This is an optimization exercise on Yosys and OpenROAD, whose aim is a short achievable clock period and few clock cycles, not a production implementation.
In this exercise RTL edits were held to simulation tests only and were not proved equivalent to the original.
Power is estimated from default activity; no workload was simulated.

==> flow/design.v <==
module dstu_mac_pad (
    input  wire        clk,
    input  wire        rst,
    input  wire [1:0]  macsel,
    input  wire        cmd_valid,
    output wire        cmd_ready,
    input  wire [31:0] cmd_word,
    input  wire [31:0] cmd_arg0,
    input  wire [31:0] cmd_arg1,
    input  wire [31:0] cmd_arg2,
    output wire        rsp_valid,
    output wire [2:0]  rsp_err,
    output wire [31:0] rsp_ret,
    input  wire [2:0]  sr_sel,
    output reg  [31:0] sr_data,
    output wire [31:0] kb_addr,
    input  wire [7:0]  kb_data,
    output wire [31:0] ib_addr,
    input  wire [7:0]  ib_data,
    output wire        ob_we,
    output wire [31:0] ob_addr,
    output wire [7:0]  ob_data,
    output wire [1:0]  eng_cfg,
    input  wire [7:0]  eng_blklen,
    output wire        eng_abs_valid,
    output reg  [7:0]  eng_abs_byte,
    input  wire        eng_abs_ready,
    output wire        eng_reset,
    output wire        eng_final,
    input  wire        eng_dig_valid,
    input  wire [7:0]  eng_dig_byte,
    output wire        eng_dig_ready
);
    localparam [31:0] ALG_ID  = 32'h44535455;    
    localparam integer KEY_MAX = 64;
    localparam [1:0] UNINIT = 2'd0, KEYED = 2'd1, STALE = 2'd2, CFGFAULT = 2'd3;
    localparam [2:0] E_OK = 3'd0, E_CFG = 3'd1, E_STATE = 3'd2, E_LEN = 3'd3, E_ILL = 3'd4;
    localparam [7:0] OP_INIT = 8'h01, OP_UPDB = 8'h02, OP_UPDM = 8'h03, OP_FINAL = 8'h04,
                     OP_RESET = 8'h05, OP_GETSIZE = 8'h06, OP_GETNAME = 8'h07;
    localparam [3:0] S_IDLE  = 4'd0,
                     S_CHK   = 4'd1,    
                     S_IPREP = 4'd2,    
                     S_IABS  = 4'd3,    
                     S_UABS  = 4'd4,    
                     S_BABS  = 4'd5,    
                     S_FPAD  = 4'd6,    
                     S_FKEY  = 4'd7,    
                     S_FFIN  = 4'd8,    
                     S_FDIG  = 4'd9;    
    reg  [3:0]  state;
    reg         rdy;           
    reg         la;            
    reg         ld;            
    reg         rsp_q;         
    reg  [2:0]  rsp_err_q;
    reg  [1:0]  fsm;
    reg  [1:0]  cfg;           
    reg  [63:0] cnt;
    reg  [7:0]  cmod;          
    reg  [6:0]  klen;
    reg  [7:0]  ikey [0:KEY_MAX-1];
    reg         ret_ms;        
    reg         ret_id;        
    reg  [2:0]  err;
    reg  [3:0]  sticky;
    wire [6:0]  macsize = {cfg == 2'd2, !cfg[1], cfg == 2'd1, 4'd0};
    wire [31:0] ret = ({32{ret_ms}} & {25'd0, macsize}) | ({32{ret_id}} & ALG_ID);
    reg         len0;          
    reg         len1;          
    reg  [7:0]  ubyte;         
    reg  [63:0] csum;          
    reg  [32:0] room;          
    reg  [31:0] ulen;          
    reg  [6:0]  key_len;       
    reg  [8:0]  pos;           
    reg  [8:0]  rcnt;          
    reg  [31:0] rlen;          
    reg  [31:0] ib_i;          
    reg  [31:0] ib_a;          
    reg  [8:0]  kb_a;          
    reg         dv;            
    reg         first;         
    reg         fchk;          
    reg  [63:0] vsh;           
    reg  [6:0]  kleft;         
    reg  [6:0]  dleft;         
    reg  [31:0] wa;            
    reg         eng_reset_q;
    reg  [7:0]  blk;           
    wire [7:0]  c_opc = cmd_word[7:0];
    wire [7:0]  c_mod = cmd_word[15:8];
    wire [15:0] c_rsv = cmd_word[31:16];
    wire c_mod0  = (c_mod == 8'd0);
    wire c_legal = (c_rsv == 16'd0) &&
                   ((c_opc == OP_INIT) ||
                    ((c_opc >= OP_UPDB) && (c_opc <= OP_GETNAME) && c_mod0));
    wire c_klbig = (cmd_arg0[31:7] != 25'd0) || (cmd_arg0[6] && (cmd_arg0[5:0] != 6'd0));
    wire        upd_bad = room[32] || ({1'b0, ulen} > room);
    wire        fin_bad = room[32] || ((room[31:7] == 25'd0) && (room[6:0] < macsize));
    wire        pk_len  = (rcnt >= 9'd9) && (rcnt <= 9'd12);
    wire        pk_mark = (pos == {2'b00, key_len});
    wire        pk_key  = (pos < {2'b00, key_len});
    reg  [7:0]  pk_const;
    always @(*) begin
        if (pk_len)
            pk_const = (rcnt == 9'd12) ? {key_len[4:0], 3'b000} :
                       (rcnt == 9'd11) ? {6'd0, key_len[6:5]} : 8'h00;
        else if (pk_mark)
            pk_const = 8'h80;
        else
            pk_const = 8'h00;
    end
    wire        pk_use_kb = !pk_len && !pk_mark && pk_key;
    wire        pb_len  = (rcnt >= 9'd5) && (rcnt <= 9'd12);
    wire [7:0]  pb_byte = pb_len ? vsh[7:0] : (first ? 8'h80 : 8'h00);
    wire st_iabs = (state == S_IABS);
    wire st_uabs = (state == S_UABS);
    wire st_babs = (state == S_BABS);
    wire st_fpad = (state == S_FPAD);
    wire st_fkey = (state == S_FKEY);
    wire st_fdig = (state == S_FDIG);
    assign eng_abs_valid = ((st_iabs || st_uabs) && dv) || st_babs || (st_fpad && (!fchk || (!fin_bad && fsm == KEYED))) ||
                           st_fkey;
    wire done_now = (la && eng_abs_ready) || (ld && eng_dig_valid);
    assign cmd_ready     = rdy | done_now;
    assign rsp_valid     = rsp_q | done_now;
    assign rsp_err       = rsp_err_q;
    assign rsp_ret       = ret;
    assign kb_addr       = {23'd0, kb_a};
    assign ib_addr       = ib_a;
    assign ob_we         = st_fdig && eng_dig_valid;
    assign ob_addr       = wa;
    assign ob_data       = eng_dig_byte;
    assign eng_cfg       = cfg;
    assign eng_reset     = rst | eng_reset_q;
    assign eng_final     = (state == S_FFIN);
    assign eng_dig_ready = st_fdig;
    always @(*) begin
        case (state)
            S_IABS:  eng_abs_byte = pk_use_kb ? kb_data : pk_const;
            S_UABS:  eng_abs_byte = ib_data;
            S_BABS:  eng_abs_byte = ubyte;
            S_FPAD:  eng_abs_byte = pb_byte;
            S_FKEY:  eng_abs_byte = ikey[0];
            default: eng_abs_byte = 8'h00;
        endcase
    end
    wire [7:0] sr_hot = 8'd1 << sr_sel;
    always @(*) begin
        sr_data = ({32{sr_hot[0]}} & {20'd0, sticky, 1'b0, err, 1'b0, ~cmd_ready, fsm}) |
                  ({32{sr_hot[1]}} & ret) |
                  ({32{sr_hot[2]}} & {25'd0, macsize}) |
                  ({32{sr_hot[3]}} & {24'd0, eng_blklen}) |
                  ({32{sr_hot[4]}} & cnt[31:0]) |
                  ({32{sr_hot[5]}} & cnt[63:32]) |
                  ({32{sr_hot[6]}} & {25'd0, klen});
    end
    wire fire = eng_abs_valid && eng_abs_ready;
    wire acc  = cmd_valid && cmd_ready;
    wire [7:0]  cmod_inc = (cmod == blk - 8'd1) ? 8'd0 : cmod + 8'd1;
    wire [10:0] m1 = {3'd0, blk};
    wire [10:0] m2 = {2'd0, blk, 1'b0};
    wire [10:0] m3 = m1 + m2;
    wire [10:0] m4 = {1'd0, blk, 2'b00};
    wire [10:0] m5 = m4 + m1;
    wire [10:0] m6 = {m3[9:0], 1'b0};
    wire [10:0] kl = {4'd0, key_len};
    wire [10:0] plen = (kl < m1) ? m1 : (kl < m2) ? m2 : (kl < m3) ? m3 :
                       (kl < m4) ? m4 : (kl < m5) ? m5 : m6;
    wire [7:0]  cmod_nx = ((st_uabs || st_babs) && fire) ? cmod_inc : cmod;
    wire [8:0]  e_rem   = {1'b0, blk} - {1'b0, cmod_nx};
    wire [8:0]  extra   = (e_rem < 9'd12) ? {1'b0, blk} : e_rem;
    task respond(input [2:0] code);
        begin
            err       <= code;
            rsp_q     <= 1'b1;
            rsp_err_q <= code;
            case (code)
                E_CFG:   sticky[0] <= 1'b1;
                E_STATE: sticky[1] <= 1'b1;
                E_LEN:   sticky[2] <= 1'b1;
                E_ILL:   sticky[3] <= 1'b1;
                default: ;
            endcase
            state     <= S_IDLE;
            rdy       <= 1'b1;
            la        <= 1'b0;
            ld        <= 1'b0;
        end
    endtask
    task finish;
        begin
            state <= S_IDLE;
            rdy   <= 1'b1;
            la    <= 1'b0;
            ld    <= 1'b0;
        end
    endtask
    integer k;
    always @(posedge clk) begin
        blk <= eng_blklen;
        if (rst) begin
            state       <= S_IDLE;
            rdy         <= 1'b1;
            la          <= 1'b0;
            ld          <= 1'b0;
            cfg         <= macsel;
            fsm         <= (macsel == 2'd3) ? CFGFAULT : UNINIT;
            cnt         <= 64'd0;
            cmod        <= 8'd0;
            klen        <= 7'd0;
            ret_ms      <= 1'b0;
            ret_id      <= 1'b0;
            err         <= E_OK;
            sticky      <= 4'd0;
            rsp_q       <= 1'b0;
            rsp_err_q   <= E_OK;
            eng_reset_q <= 1'b0;
            dv          <= 1'b0;
        end else begin
            rsp_q       <= 1'b0;
            rsp_err_q   <= E_OK;
            eng_reset_q <= 1'b0;
            case (state)
                S_CHK: begin
                    dv    <= 1'b1;
                    ib_a  <= ib_a + 32'd1;
                    if (upd_bad)
                        respond(E_LEN);
                    else if (fsm != KEYED)
                        respond(E_STATE);
                    else if (len0)
                        respond(E_OK);
                    else begin
                        cnt   <= csum;
                        err   <= E_OK;
                        la    <= len1;
                        state <= S_UABS;
                    end
                end
                S_IPREP: begin
                    rcnt  <= plen[8:0];
                    dv    <= 1'b1;
                    kb_a  <= kb_a + 9'd1;
                    klen  <= key_len;
                    cnt   <= 64'd0;
                    cmod  <= 8'd0;
                    fsm   <= KEYED;
                    err   <= E_OK;
                    state <= S_IABS;
                end
                S_IABS: begin
                    if (fire) begin
                        if (pos < {2'b00, key_len})
                            ikey[pos[5:0]] <= ~kb_data;
                        pos  <= pos + 9'd1;
                        rcnt <= rcnt - 9'd1;
                        kb_a <= kb_a + 9'd1;
                        la   <= (rcnt == 9'd2);
                        if (rcnt == 9'd1)
                            finish;
                    end else begin
                        dv   <= !dv;
                        kb_a <= dv ? pos : kb_a + 9'd1;
                        la   <= !dv && (rcnt == 9'd1);
                    end
                end
                S_UABS: begin
                    if (fire) begin
                        cmod <= cmod_inc;
                        ib_i <= ib_i + 32'd1;
                        ib_a <= ib_a + 32'd1;
                        rlen <= rlen - 32'd1;
                        la   <= (rlen == 32'd2);
                        if (rlen == 32'd1)
                            finish;
                    end else begin
                        dv   <= !dv;
                        ib_a <= dv ? ib_i : ib_a + 32'd1;
                        la   <= !dv && (rlen == 32'd1);
                    end
                end
                S_BABS: begin
                    if (fire) begin
                        cmod <= cmod_inc;
                        finish;
                    end
                end
                S_FPAD: begin
                    if (fchk) begin
                        if (fin_bad)
                            respond(E_LEN);
                        else if (fsm != KEYED)
                            respond(E_STATE);
                        else begin
                            fchk   <= 1'b0;
                            cnt    <= 64'd0;
                            cmod   <= 8'd0;
                            fsm    <= STALE;
                            ret_ms <= 1'b1;
                            ret_id <= 1'b0;
                            err    <= E_OK;
                        end
                    end
                    if (fire) begin
                        first <= 1'b0;
                        rcnt  <= rcnt - 9'd1;
                        if (pb_len)
                            vsh <= {8'd0, vsh[63:8]};
                        if (rcnt == 9'd1) begin
                            kleft <= klen;
                            state <= (klen == 7'd0) ? S_FFIN : S_FKEY;
                        end
                    end
                end
                S_FKEY: begin
                    if (fire) begin
                        for (k = 0; k < KEY_MAX - 1; k = k + 1)
                            ikey[k] <= ikey[k + 1];
                        kleft <= kleft - 7'd1;
                        if (kleft == 7'd1)
                            state <= S_FFIN;
                    end
                end
                S_FFIN: begin
                    dleft <= macsize;
                    ld    <= 1'b0;
                    state <= S_FDIG;
                end
                S_FDIG: begin
                    if (eng_dig_valid) begin
                        wa    <= wa + 32'd1;
                        dleft <= dleft - 7'd1;
                        ld    <= (dleft == 7'd2);
                        if (dleft == 7'd1)
                            finish;
                    end
                end
                default: ;
            endcase
            if (acc) begin
                rcnt    <= {1'b0, extra[7:0]};
                vsh     <= {cnt[60:0], 3'b000};
                first   <= 1'b1;
                fchk    <= 1'b1;
                len0    <= (cmd_arg2 == 32'd0);
                len1    <= (cmd_arg2 == 32'd1);
                ulen    <= cmd_arg2;
                room    <= {1'b0, cmd_arg0} - {1'b0, cmd_arg1};
                csum    <= cnt + {32'd0, cmd_arg2};
                ubyte   <= cmd_arg0[7:0];
                key_len <= cmd_arg0[6:0];
                ib_a    <= cmd_arg1;
                ib_i    <= cmd_arg1;
                wa      <= cmd_arg1;
                rlen    <= cmd_arg2;
                kb_a    <= 9'd0;
                pos     <= 9'd0;
                dv      <= 1'b0;
                la      <= 1'b0;
                ld      <= 1'b0;
                if (!c_legal)
                    respond(E_ILL);
                else if (fsm == CFGFAULT)
                    respond(E_CFG);
                else begin
                    case (c_opc)
                        OP_INIT:
                            if (!c_mod0 || c_klbig)
                                respond(E_CFG);
                            else begin
                                state <= S_IPREP;
                                rdy   <= 1'b0;
                            end
                        OP_UPDB:
                            if (fsm != KEYED)
                                respond(E_STATE);
                            else begin
                                cnt   <= cnt + 64'd1;
                                err   <= E_OK;
                                la    <= 1'b1;
                                state <= S_BABS;
                                rdy   <= 1'b0;
                            end
                        OP_UPDM: begin
                            state <= S_CHK;
                            rdy   <= 1'b0;
                        end
                        OP_FINAL: begin
                            state <= S_FPAD;
                            rdy   <= 1'b0;
                        end
                        OP_RESET: begin
                            cnt         <= 64'd0;
                            cmod        <= 8'd0;
                            eng_reset_q <= 1'b1;
                            if (fsm == KEYED)
                                fsm <= STALE;
                            respond(E_OK);
                        end
                        OP_GETSIZE: begin
                            ret_ms <= 1'b1;
                            ret_id <= 1'b0;
                            respond(E_OK);
                        end
                        default: begin   
                            ret_ms <= 1'b0;
                            ret_id <= 1'b1;
                            respond(E_OK);
                        end
                    endcase
                end
            end
        end
    end
endmodule
==> flow/run.sh <==
#!/bin/bash
# synth_recipe.tcl (not shown) runs the flow's synth.tcl, then flattens the netlist and writes it again
# the make line also repeats each setting of config.mk as NAME=value (left out here)
make -C /OpenROAD-flow-scripts/flow DESIGN_CONFIG=/design/flow/config.mk WORK_HOME=/design/flow/orfs CLKGATE_MAP_FILE= SYNTH_SCRIPT=/design/flow/synth_recipe.tcl finish
==> flow/config.mk <==
export PLATFORM = sky130hd
export DESIGN_NAME = dstu_mac_pad
export DESIGN_NICKNAME = dstu_mac_pad
export VERILOG_FILES = /design/flow/design.v
export SDC_FILE = /design/flow/constraint.sdc
export NUM_CORES = 4
export LEC_CHECK = 0
export ABC_CLOCK_PERIOD_IN_PS = 4000
export CAP_MARGIN = 20
export CORE_MARGIN = 2
export CORE_UTILIZATION = 40
export SETUP_SLACK_MARGIN = 5
export SLEW_MARGIN = 20
==> flow/constraint.sdc <==
create_clock -name core_clock -period 10.0 [get_ports {clk}]
set_input_delay 2.0000 -clock core_clock [delete_from_list [all_inputs] [get_ports {clk}]]
set_output_delay 2.0000 -clock core_clock [all_outputs]
set_load 0.01 [all_outputs]
==> impl_metrics.tcl, run 1 <==
set metrics [dict create \
    status "timing/DRC/antenna clean" \
    comb_power_share 0.102 \
    pwr-share-clk 0.417 \
    worstSetupPathType "primary input to output port" \
    cts_tree "done" \
    wl_per_cell_um 23.0 \
    tightest_slew_ns 1.06 \
    p_leak_nw 24.7 \
    clockBufferDepth 3 \
    yosysTopAreaCell "edfxtp_1" \
    synth-edff-count 888 \
    synth_flop_cell "edfxtp_1" \
    synthTopCellsByArea "edfxtp_1 (50%), a21o_1 (8.1%), ha_1 (4.3%)" \
    cp_slowest_stage_delay_ns 0.29 \
    ir_drop_v 0.000144 \
    dpl.hpwl_mm 108 \
    intPower_w 0.00747 \
    finalCritPeriodShare 0.520 \
    crit_required_ns 8.00 \
    root_buffer "clkbuf_16" \
    coreArea_um2 131000 \
    dieArea_um2 136000 \
    drive_gt1_frac 0.119 \
    holdWs_ns 0.448 \
    post-route-drc-count 0 \
    numCtsBuffers 106 \
    finalSetupViolations 0 \
    slew_viol_final 0 \
    grt_max_degree 170 \
    ys_warn_count 1 \
    synth_top_cell_area_share 0.503 \
    synth_most_common_cell "edfxtp_1" \
    hold_viol_final 0 \
    switching_power_w 0.00243 \
    ys_seq_area_frac 0.545 \
    critPathArrivalTime_ns 3.20 \
    syn_avg_cell_area_um2 10.9 \
    dr.pass1.iters 6 \
    hold_path.class "flip-flop to flip-flop" \
    rsz0062_at_grt "yes" \
    h-tree-depth 3 \
    async_flop_share 0 \
    viasPerCell 5.76 \
    max-slew-margin-rel 0.291 \
    die_w_um 368 \
    grt_pass1_vias 38874 \
    path_max_fanout 6 \
    rows 133 \
    start_kind "primary input" \
    path_delay_family "buffers and inverters" \
    antenna_found_initial 13 \
    maxCapViolCount 0 \
    die_h_um 368 \
    place.gp.congestion 0.931 \
    skew_ns 0.0483 \
    grt_pass1_wl_mm 242 \
    dp.cells 6683 \
    post-route-min-period_ns 5.20 \
    crit_buf_inv 4 \
    p_seq_frac 0.480 \
    clk_pin_slew_ns 0.06 \
    synth_cell_type_count 109 \
    wirelength_mm 161 \
    fin_nets 5502 \
    netlist_area_um2 53000 \
    synth_cells 4881 \
    slowest_stage "mux2_4" \
    synth-seq-cells 999 \
    grt_usage 0.230 \
    powerDensity_nw_per_um2 157 \
    clk_latency_ns 0.74 \
    fmax_mhz 192 \
    layout.cells.non_filler 6996 \
    dr_total_vias 40305 \
    ys_top_cells_by_count "edfxtp_1 (888), a21o_1 (571), nand2_1 (460)" \
    cts_num_sinks 999 \
    overflow 0 \
    ant_nets 0 \
    swShare 0.245 \
    num_io_pins 358 \
    start_util 0.403 \
    path_cells "buf_16 > buf_12 > buf_6 > mux2_4 > a22oi_2 > nor2_1 > buf_2" \
    fin_setup_tns_ns 0 \
    end_kind "output port" \
    io_buffer_count 300 \
    area_delta_synth_final_pct 19.1 \
    drt_iter0_drc 4799 \
]
[power groups by stage]
stage                     clock, W  sequential [W]  combinational, W
after floorplan                  0         0.00480          0.000595
after global placement           0         0.00484          0.000900
after detailed placement         0         0.00484          0.000912
after CTS                  0.00419         0.00475          0.000972
after global routing       0.00435         0.00476           0.00110
final                      0.00413         0.00475           0.00101
[final timing paths]
path	from	endpoint	slack, ns	cells past startpoint
worst max-delay path	sr_sel[0]	sr_data[8]	4.80	7
worst min-delay path	csum[6]$_DFFE_PP_	cnt[6]$_SDFF_PP0_	0.45	2
worst max register to register	cfg[1]$_DFFE_PP_	rcnt[6]$_DFFE_PP_	5.06	25
worst min register to register	csum[6]$_DFFE_PP_	cnt[6]$_SDFF_PP0_	0.45	2
[worst register-to-register path, cell delays in order, from the launching register on]
cell	delay, ns
edfxtp_1	0.43
buf_6	0.15
nor2b_4	0.13
inv_2	0.06
ha_4	0.13
nor4_4	0.04
nand3_2	0.10
a211oi_4	0.07
o31ai_4	0.32
a21oi_4	0.12
buf_4	0.16
buf_6	0.11
or4_4	0.57
or3b_4	0.40
a21boi_4	0.15
ha_4	0.32
nand2b_4	0.07
a21boi_4	0.16
nor2_1	0.07
xnor2_1	0.16
a21oi_2	0.23
o2111ai_4	0.20
o21ai_4	0.28
buf_6	0.14
o221ai_4	0.10
a21oi_2	0.13
[timing repair]
action | 4_1_cts | 5_1_grt
endpoints found under the setup margin | 859 | 133
hold buffers | 0 | 0
gates cloned | 10 | 3
resized for setup | 345 | 141
pin swaps | 54 | 61
endpoints found under the hold margin | 0 | 0
setup buffers | 57 | 36
[layout make-up]
class | instances | area, µm²
diodes | 6 | 15.0
clock buffers | 133 | 2840
clock inverters | 66 | 778
fillers | 11998 | 68300
inverters | 172 | 708
multi-input cells | 3392 | 23000
flip-flops and latches | 999 | 28900
well taps | 1755 | 2200
repair buffers | 473 | 4700
[state kept, by name (all words and copies together) (netlist names), 3 cells and up]
signal	flops
err	3
klen	7
wa	32
ubyte	8
state	4
dleft	7
sticky	4
ikey	512
blk	8
cmod	8
vsh	64
kleft	7
rcnt	9
rsp_err_q	3
ib_i	32
ib_a	32
rlen	32
csum	64
kb_a	9
ulen	32
room	33
cnt	64
pos	9
[cells in the final DEF, fill, tap and decap left out, types with 85 or more instances in the layout]
master           count
nand3_1            126
clkdlybuf4s50_1    224
xor2_1             109
nor3_1             118
o21ai_0            206
inv_1              159
clkbuf_16          111
buf_4              126
xnor2_1            153
nor2_1             270
ha_1               175
a21oi_1            234
nand2_1            450
dfxtp_1            101
a21o_1             569
and3_1              85
edfxtp_1           888
[logic make-up after synthesis]
| logic type | synth area share |
|---|---|
| DFF | 0.545 |
| xor gates and xnor gates | 0.0436 |
| and+or+nand+nor | 0.127 |
| other | 0.0000707 |
| AOI/OAI and AO/OA | 0.186 |
| buffers and inverters | 0.0433 |
| muxes | 0.00951 |
| adders and majority gates | 0.0452 |
[routing by layer]
layer  part of all wire  global-route usage  vias to the layer above
li1                   -                   -                    18523
met1               0.43               0.318                    19785
met2               0.45               0.358                     1659
met3              0.085              0.0487                      328
met4              0.032              0.0775                       10
met5            0.00038                   0                        -
[metrics by stage]
| step | power [W] | worst slack [ns] | util | instance area (µm²) |
|---|---|---|---|---|
| finish | 0.00990 | 4.80 | 0.481 | 63200 |
| global route | 0.0102 | 4.80 | 0.481 | 63200 |
| CTS | 0.00991 | 4.81 | 0.473 | 62200 |
| detailed placement | 0.00575 | 2.84 | 0.438 | 57500 |
| global placement | 0.00574 | 2.93 | 0.438 | 57500 |
| floorplan | 0.00540 | 4.66 | - | 53400 |
Testbench counts, summed over its fixed seeds: cycles 103,859.
==> run 2, diff against run 1 <==
--- a/flow/design.v
+++ b/flow/design.v
@@ -145,7 +145,8 @@
             default: eng_abs_byte = 8'h00;
         endcase
     end
-    wire [7:0] sr_hot = 8'd1 << sr_sel;
+    wire [7:0] sr_hot;
+    dstu_mac_pad_srdec u_srdec (.sel(sr_sel), .hot(sr_hot));
     always @(*) begin
         sr_data = ({32{sr_hot[0]}} & {20'd0, sticky, 1'b0, err, 1'b0, ~cmd_ready, fsm}) |
                   ({32{sr_hot[1]}} & ret) |
@@ -414,3 +415,9 @@
         end
     end
 endmodule
+module dstu_mac_pad_srdec (
+    input  wire [2:0] sel,
+    output wire [7:0] hot
+);
+    assign hot = 8'd1 << sel;
+endmodule
--- a/flow/config.mk
+++ b/flow/config.mk
@@ -11,3 +11,5 @@
 export CORE_UTILIZATION = 40
 export SETUP_SLACK_MARGIN = 5
 export SLEW_MARGIN = 20
+export SYNTH_HIERARCHICAL = 1
+export SYNTH_MINIMUM_KEEP_SIZE = 0
==> run 2 against run 1 <==
  * Still clean on timing, DRC and antenna
  * Cell count down 1.5%
  * Non-clock buffer count up 10
  * Power down 1.7%
  * Critical path depth up 1
  * Maximum frequency down 8.3%
  * Wire length down 0.48%
  * Worst setup slack worse by 0.47 ns
  * Die area down 1.6%
  * Critical path type unchanged
  * Critical endpoint is now sr_data[6]
  * Highest routed layer unchanged
==> impl_metrics.tcl, run 2 <==
set metrics [dict create \
    syn_avg_cell_area_um2 10.9 \
    hold_path.class "flip-flop to flip-flop" \
    viasPerCell 5.73 \
    regArea_um2 28900 \
    num_io_pins 358 \
    p_seq_frac 0.485 \
    wl_per_cell_um 23.3 \
    wirelength_mm 160 \
    die_h_um 365 \
    swShare 0.241 \
    coreArea_um2 129000 \
    fin_setup_tns_ns 0 \
    path_delay_family "buffers and inverters" \
    grt_usage 0.235 \
    slew_viol_final 0 \
    start_kind "primary input" \
    layout_commonest_cell "edfxtp_1" \
    post-route-min-period_ns 5.67 \
    crit_required_ns 8.00 \
    fin_total_pwr_w 0.00973 \
    dp.cells 6562 \
    largest_reg_flops 512 \
    root_buffer "clkbuf_16" \
    final_cell_mix "edfxtp_1 (888), a21o_1 (569), nand2_1 (485)" \
    status "timing/DRC/antenna clean" \
    crit_buf_inv 5 \
    antenna_found_initial 11 \
    synth_cells 4775 \
    numCtsBuffers 106 \
    largest-register "ikey" \
    place.gp.congestion 0.914 \
    powerDensity_nw_per_um2 157 \
    cts_num_sinks 999 \
    ys_warn_count 7 \
    drive_gt1_frac 0.113 \
    fin_nets 5407 \
    dr_total_vias 39481 \
    comb_power_share 0.093 \
    start_util 0.403 \
    p_leak_nw 24.8 \
    drt_iter0_drc 4386 \
    path_max_fanout 5 \
    io_buffer_count 300 \
    slowest_stage "a222oi_1" \
    h-tree-depth 3 \
    r2r_cells 11 \
    grt_pass1_vias 37754 \
    grt_pass1_wl_mm 238 \
    min_to "cnt[43]$_SDFF_PP0_" \
    reg2reg_slack_ns 5.14 \
    final_util 0.479 \
    worstSetupPathType "primary input to output port" \
    switching_power_w 0.00235 \
    layout.cells.non_filler 6888 \
    dpl.hpwl_mm 108 \
    intPower_w 0.00738 \
    cp_slowest_stage_delay_ns 0.59 \
    nFillCells 11890 \
    finalCritPeriodShare 0.567 \
    clk_pin_slew_ns 0.06 \
    rsz0062_at_grt "yes" \
    rows 132 \
    grt_max_degree 260 \
    rr_startpoint "state[2]$_SDFFE_PP0P_" \
    cts_tree "done" \
    area_delta_synth_final_pct 19.0 \
    tightest_slew_ns 1.20 \
    overflow 0 \
    dr.pass1.iters 7 \
    pwr-share-clk 0.422 \
    ir_drop_v 0.000150 \
    crit_top_cell "buf_6" \
    fmax_mhz 176 \
    max-slew-margin-rel 0.197 \
    hold_path_depth 1 \
    skew_ns 0.0411 \
    holdCritStartpoint "csum[43]$_DFFE_PP_" \
    maxCapViolCount 0 \
    r2r_end "ikey[0][6]$_DFFE_PP_" \
    end_kind "output port" \
    clk_latency_ns 0.74 \
    finalSetupViolations 0 \
    holdWs_ns 0.432 \
    clockBufferDepth 3 \
    critPathArrivalTime_ns 3.67 \
    path_cells "buf_12 > buf_6 > buf_6 > buf_6 > and3b_4 > a222oi_1 > nand3_1 > buf_2" \
    cts_hold_buffers 0 \
    dieArea_um2 133000 \
    die_w_um 365 \
    post-route-drc-count 0 \
    multi_input_area_um2 22100 \
    netlist_area_um2 52200 \
    ant_nets 0 \
    hold_viol_final 0 \
]
## run 2: layer usage
layer  global-route usage  wire length [µm]
met1                0.328             70100
met2                0.362             72100
met3               0.0463             12400
met4               0.0838              5510
met5                    0                46
## run 2: repair_timing
| action | CTS | global route |
|---|---|---|
| gates resized for setup | 380 | 123 |
| pin swaps | 75 | 54 |
| endpoints found under the setup margin | 795 | 129 |
| gates cloned | 4 | 1 |
| setup buffers | 73 | 42 |
## run 2: power by group through the flow
stage               sequential [W]  combinational (W)  clock (W)
floorplan                  0.00478           0.000528          0
global route               0.00472           0.000990    0.00433
CTS                        0.00471           0.000879    0.00418
detailed placement         0.00481           0.000830          0
global placement           0.00481           0.000823          0
finish                     0.00472           0.000903    0.00411
## run 2: cell type report
type / instances / area share
repair buffers: 483 / 0.0749
well taps: 1742 / 0.0351
diodes: 6 / 0.000242
flip-flops and latches: 999 / 0.466
inverters: 148 / 0.00956
clock buffers: 126 / 0.0448
clock inverters: 73 / 0.0137
multi-input cells: 3311 / 0.356
## run 2: worst max-delay path by stage
stage | to | slack (ns) | start | depth (start not counted)
floorplan | cnt[28]$_SDFF_PP0_ | 4.11 | eng_abs_ready | 10
global placement | cnt[60]$_SDFF_PP0_ | 3.16 | eng_abs_ready | 10
detailed placement | cnt[15]$_SDFF_PP0_ | 3.13 | eng_abs_ready | 10
CTS | sr_data[7] | 4.52 | sr_sel[2] | 7
global route | sr_data[7] | 4.36 | sr_sel[0] | 6
finish | sr_data[6] | 4.33 | sr_sel[2] | 8
## run 2: metrics by stage
step | setup slack (ns) | area [µm²]
after floorplan | 4.11 | 52500
after global placement | 3.16 | 56600
after detailed placement | 3.13 | 56600
after CTS | 4.52 | 61300
after global routing | 4.36 | 62100
final | 4.33 | 62100
Testbench counts of run 2, summed over its fixed seeds: cycles 103,859.

[re-timing with driven ports]
No port has a modelled driver above. Below, the same layouts with a new extraction and two added sets of constraints.
Step 1: set_driving_cell puts a clkbuf_16 on clk and a buf_2 on each other input, an assumption about the parent block.
Step 2 times the ports against the registers' clock, not the clock port: input delays grow and output delays shrink by t, the midpoint of the rising clock arrivals with the driver on.
a / b / c = ideal / step 1 / step 2; a / b = the first two.
| run | t (ns) | slack for setup (ns) | clock arrival spread, ns | worst data-port slew with drivers (ns) |
|---|---|---|---|---|
| run 1 | 0.792 | 4.801 / 4.719 / 4.219 | 0.049 / 0.049 | 0.21 |
| run 2 | 0.789 | 4.330 / 4.283 / 4.283 | 0.046 / 0.047 | 0.16 |
After both steps every run listed still meets setup and hold. The setup slack of run 1, which loses most, moves by -0.082 ns with the drivers and by -0.582 ns with both steps.
